What follows belongs to an exercise in optimizing a design on an open flow for small area, a short achievable clock period and few clock cycles per item; a production flow would make more cautious choices. Function was checked by simulation only, so behaviour that the tests miss may differ from the original. No activity file was given, so power comes from the tool's default toggle rates.

== build 16 ==
## lzw_dec
module lzw_dec (
    input  wire        clk,
    input  wire        rst,             
    input  wire        in_valid,
    output wire        in_ready,
    input  wire [15:0] in_code,
    input  wire        in_last,         
    output wire        out_valid,
    input  wire        out_ready,
    output wire [7:0]  out_data,
    output wire        out_last,        
    output wire        out_err          
);
    localparam integer AW = 6;           
    localparam integer RN = 1 << AW;     
    localparam integer DW = AW + 3;      
    reg [8:0] dpre [0:255];
    reg [7:0] dbyt [0:255];
    reg [10:0]   ib0, ib1;
    reg [1:0]    icnt;
    reg          inr;        
    reg          wbusy;      
    reg          chk;        
    reg          hi;         
    reg          lastf;      
    reg          first;      
    reg          drain;      
    reg [8:0]    ptr;        
    reg [8:0]    cur;        
    reg [8:0]    prev;       
    reg [8:0]    pprev;      
    reg [7:0]    pfirst;     
    reg [9:0]    nxt;        
    reg          justmade;   
    reg          wdict;      
    reg [7:0]    wadr;       
    reg [8:0]    wpre;
    reg [7:0]    wbyt;
    reg [AW-1:0] wpos;       
    reg [AW:0]   wcntr;      
    reg [AW:0]   rcntr;      
    reg [8:0]    cnt;        
    reg          ovr;        
    reg          rnd;        
    reg          rfresh;     
    reg [8:0]    rem;        
    reg [8:0]    q;          
    reg          bv;         
    reg [AW-1:0] bpos;
    reg [8:0]    bsrc;       
    reg          wv;         
    reg [AW-1:0] wa;
    reg [7:0]    wde;        
    reg [7:0]    wdr;        
    reg          wds;        
  ...
Size: roughly 9900 cells after synthesis, about 33 I/O pins, about 0.20 mm2 of cells after synthesis.
Settings: LEC_CHECK=0, CAP_MARGIN=20, CORE_MARGIN=2, CORE_UTILIZATION=50, SLEW_MARGIN=20; clock period 10.0 ns.
standard.sh (not shown) runs the stock make flow with config.mk's settings and CLKGATE_MAP_FILE= SYNTH_SCRIPT=/design/flow/synth_recipe.tcl, a recipe that flattens the netlist after the stock synthesis.
==> flow/flow/run.sh <==
#!/bin/bash
set -euo pipefail
bash standard.sh SETUP_SLACK_MARGIN=6 MATCH_CELL_FOOTPRINT=0 finish > standard_flow.log 2>&1
Build 16 closes out successfully: all stages finished, all timing, DRC and antenna checks passed.
Testbench counts of build 16, summed over its fixed seeds: cycles 153,905, bytes 151,420.
Inputs modified between build 16 and build 36:
- CORE_UTILIZATION: 50 -> 55
==> flow/flow/run.sh <==
#!/bin/bash
set -euo pipefail
bash standard.sh SETUP_SLACK_MARGIN=6.5 MATCH_CELL_FOOTPRINT=0 finish > standard_flow.log 2>&1
## What came out
[compare] base=build 16 new=build 36: worst hold slack -0.011 ns; design area +1.3%; floorplan die area shrank by 9.0%; fraction of layout cells with a size suffix above 1 saw an increase; highest clock frequency the design can meet grew by 9.4%. Share of the final layout cell area in sequential cells, build 36 and build 16, lower one = build 36. Power dissipated by switching net loads: build 36 vs build 16 up about 3.8%. From build 16 to build 36 the numbers moved as follows: share of cell area taken by multi-input logic gates up 0.23 points; number of standard cells in the final layout excluding fillers down 318.
#### Input delta (build 60 over build 36)
- CORE_UTILIZATION now 40, was 55
==> flow/flow/run.sh <==
#!/bin/bash
set -euo pipefail
bash standard.sh SETUP_SLACK_MARGIN=7 MATCH_CELL_FOOTPRINT=0 finish > standard_flow.log 2>&1
Build 60 ends up with a final core area utilization that is 16 points lower than in build 36. Relative to build 36, met3 layer wire length in the routed design has increased by 2900 um in build 60. Cell type of the slowest stage on the worst timing path = sky130_fd_sc_hd__edfxtp_1: build 60; cell type of the slowest stage on the worst timing path = sky130_fd_sc_hd__mux4_2: build 36. Build 60 vs build 36 — number of CTS-inserted buffers rose 4.
Input changes introduced in build 79 (baseline for comparison: build 60):
- CORE_UTILIZATION: 40 -> 50
==> flow/flow/run.sh <==
#!/bin/bash
set -euo pipefail
bash standard.sh SETUP_SLACK_MARGIN=6.5 MATCH_CELL_FOOTPRINT=0 finish > standard_flow.log 2>&1
Findings:
Area after synthesis came out exactly the same in build 79 and build 60.
Build 79 ended up with a higher final critical-path setup slack than build 60 did.
Run comparison: build 79 launching instance or port of the critical path od[5]$_DFFE_PN_; build 60 launching instance or port of the critical path od[7]$_DFFE_PN_
Diff build 79..build 60 | area occupied by registers | negligible
Comparing the two runs side by side, build 79 comes out behind build 60 on register-to-register slack.

[separate check: timing with driven ports]
No port has a modelled driver above. Below, the same layouts with a new extraction and two added sets of constraints. Step 1 assumes that a clkbuf_16 drives the clock port and a buf_2 every other input. Step 2 times the ports against the registers' clock, not the clock port: input delays grow and output delays shrink by t, the midpoint of the rising clock arrivals with the driver on. Slacks: ideal / step 1 / step 2; pairs: ideal / step 1.
run	t, ns	slack for setup (ns)	worst hold slack (ns)	worst slew at a driven data input, ns
build 16	1.139	5.972 / 5.972 / 5.198	0.329 / 0.329 / 0.329	0.04
build 36	1.135	6.317 / 6.274 / 5.644	0.318 / 0.318 / 0.318	0.04
build 60	1.196	6.252 / 6.138 / 5.967	0.323 / 0.323 / 0.323	0.04
build 79	1.151	6.344 / 6.234 / 5.566	0.325 / 0.325 / 0.325	0.04
After both steps setup and hold are still met in every run listed. The setup slack of build 79, which loses most, moves by -0.110 ns with the drivers and by -0.778 ns with both steps.
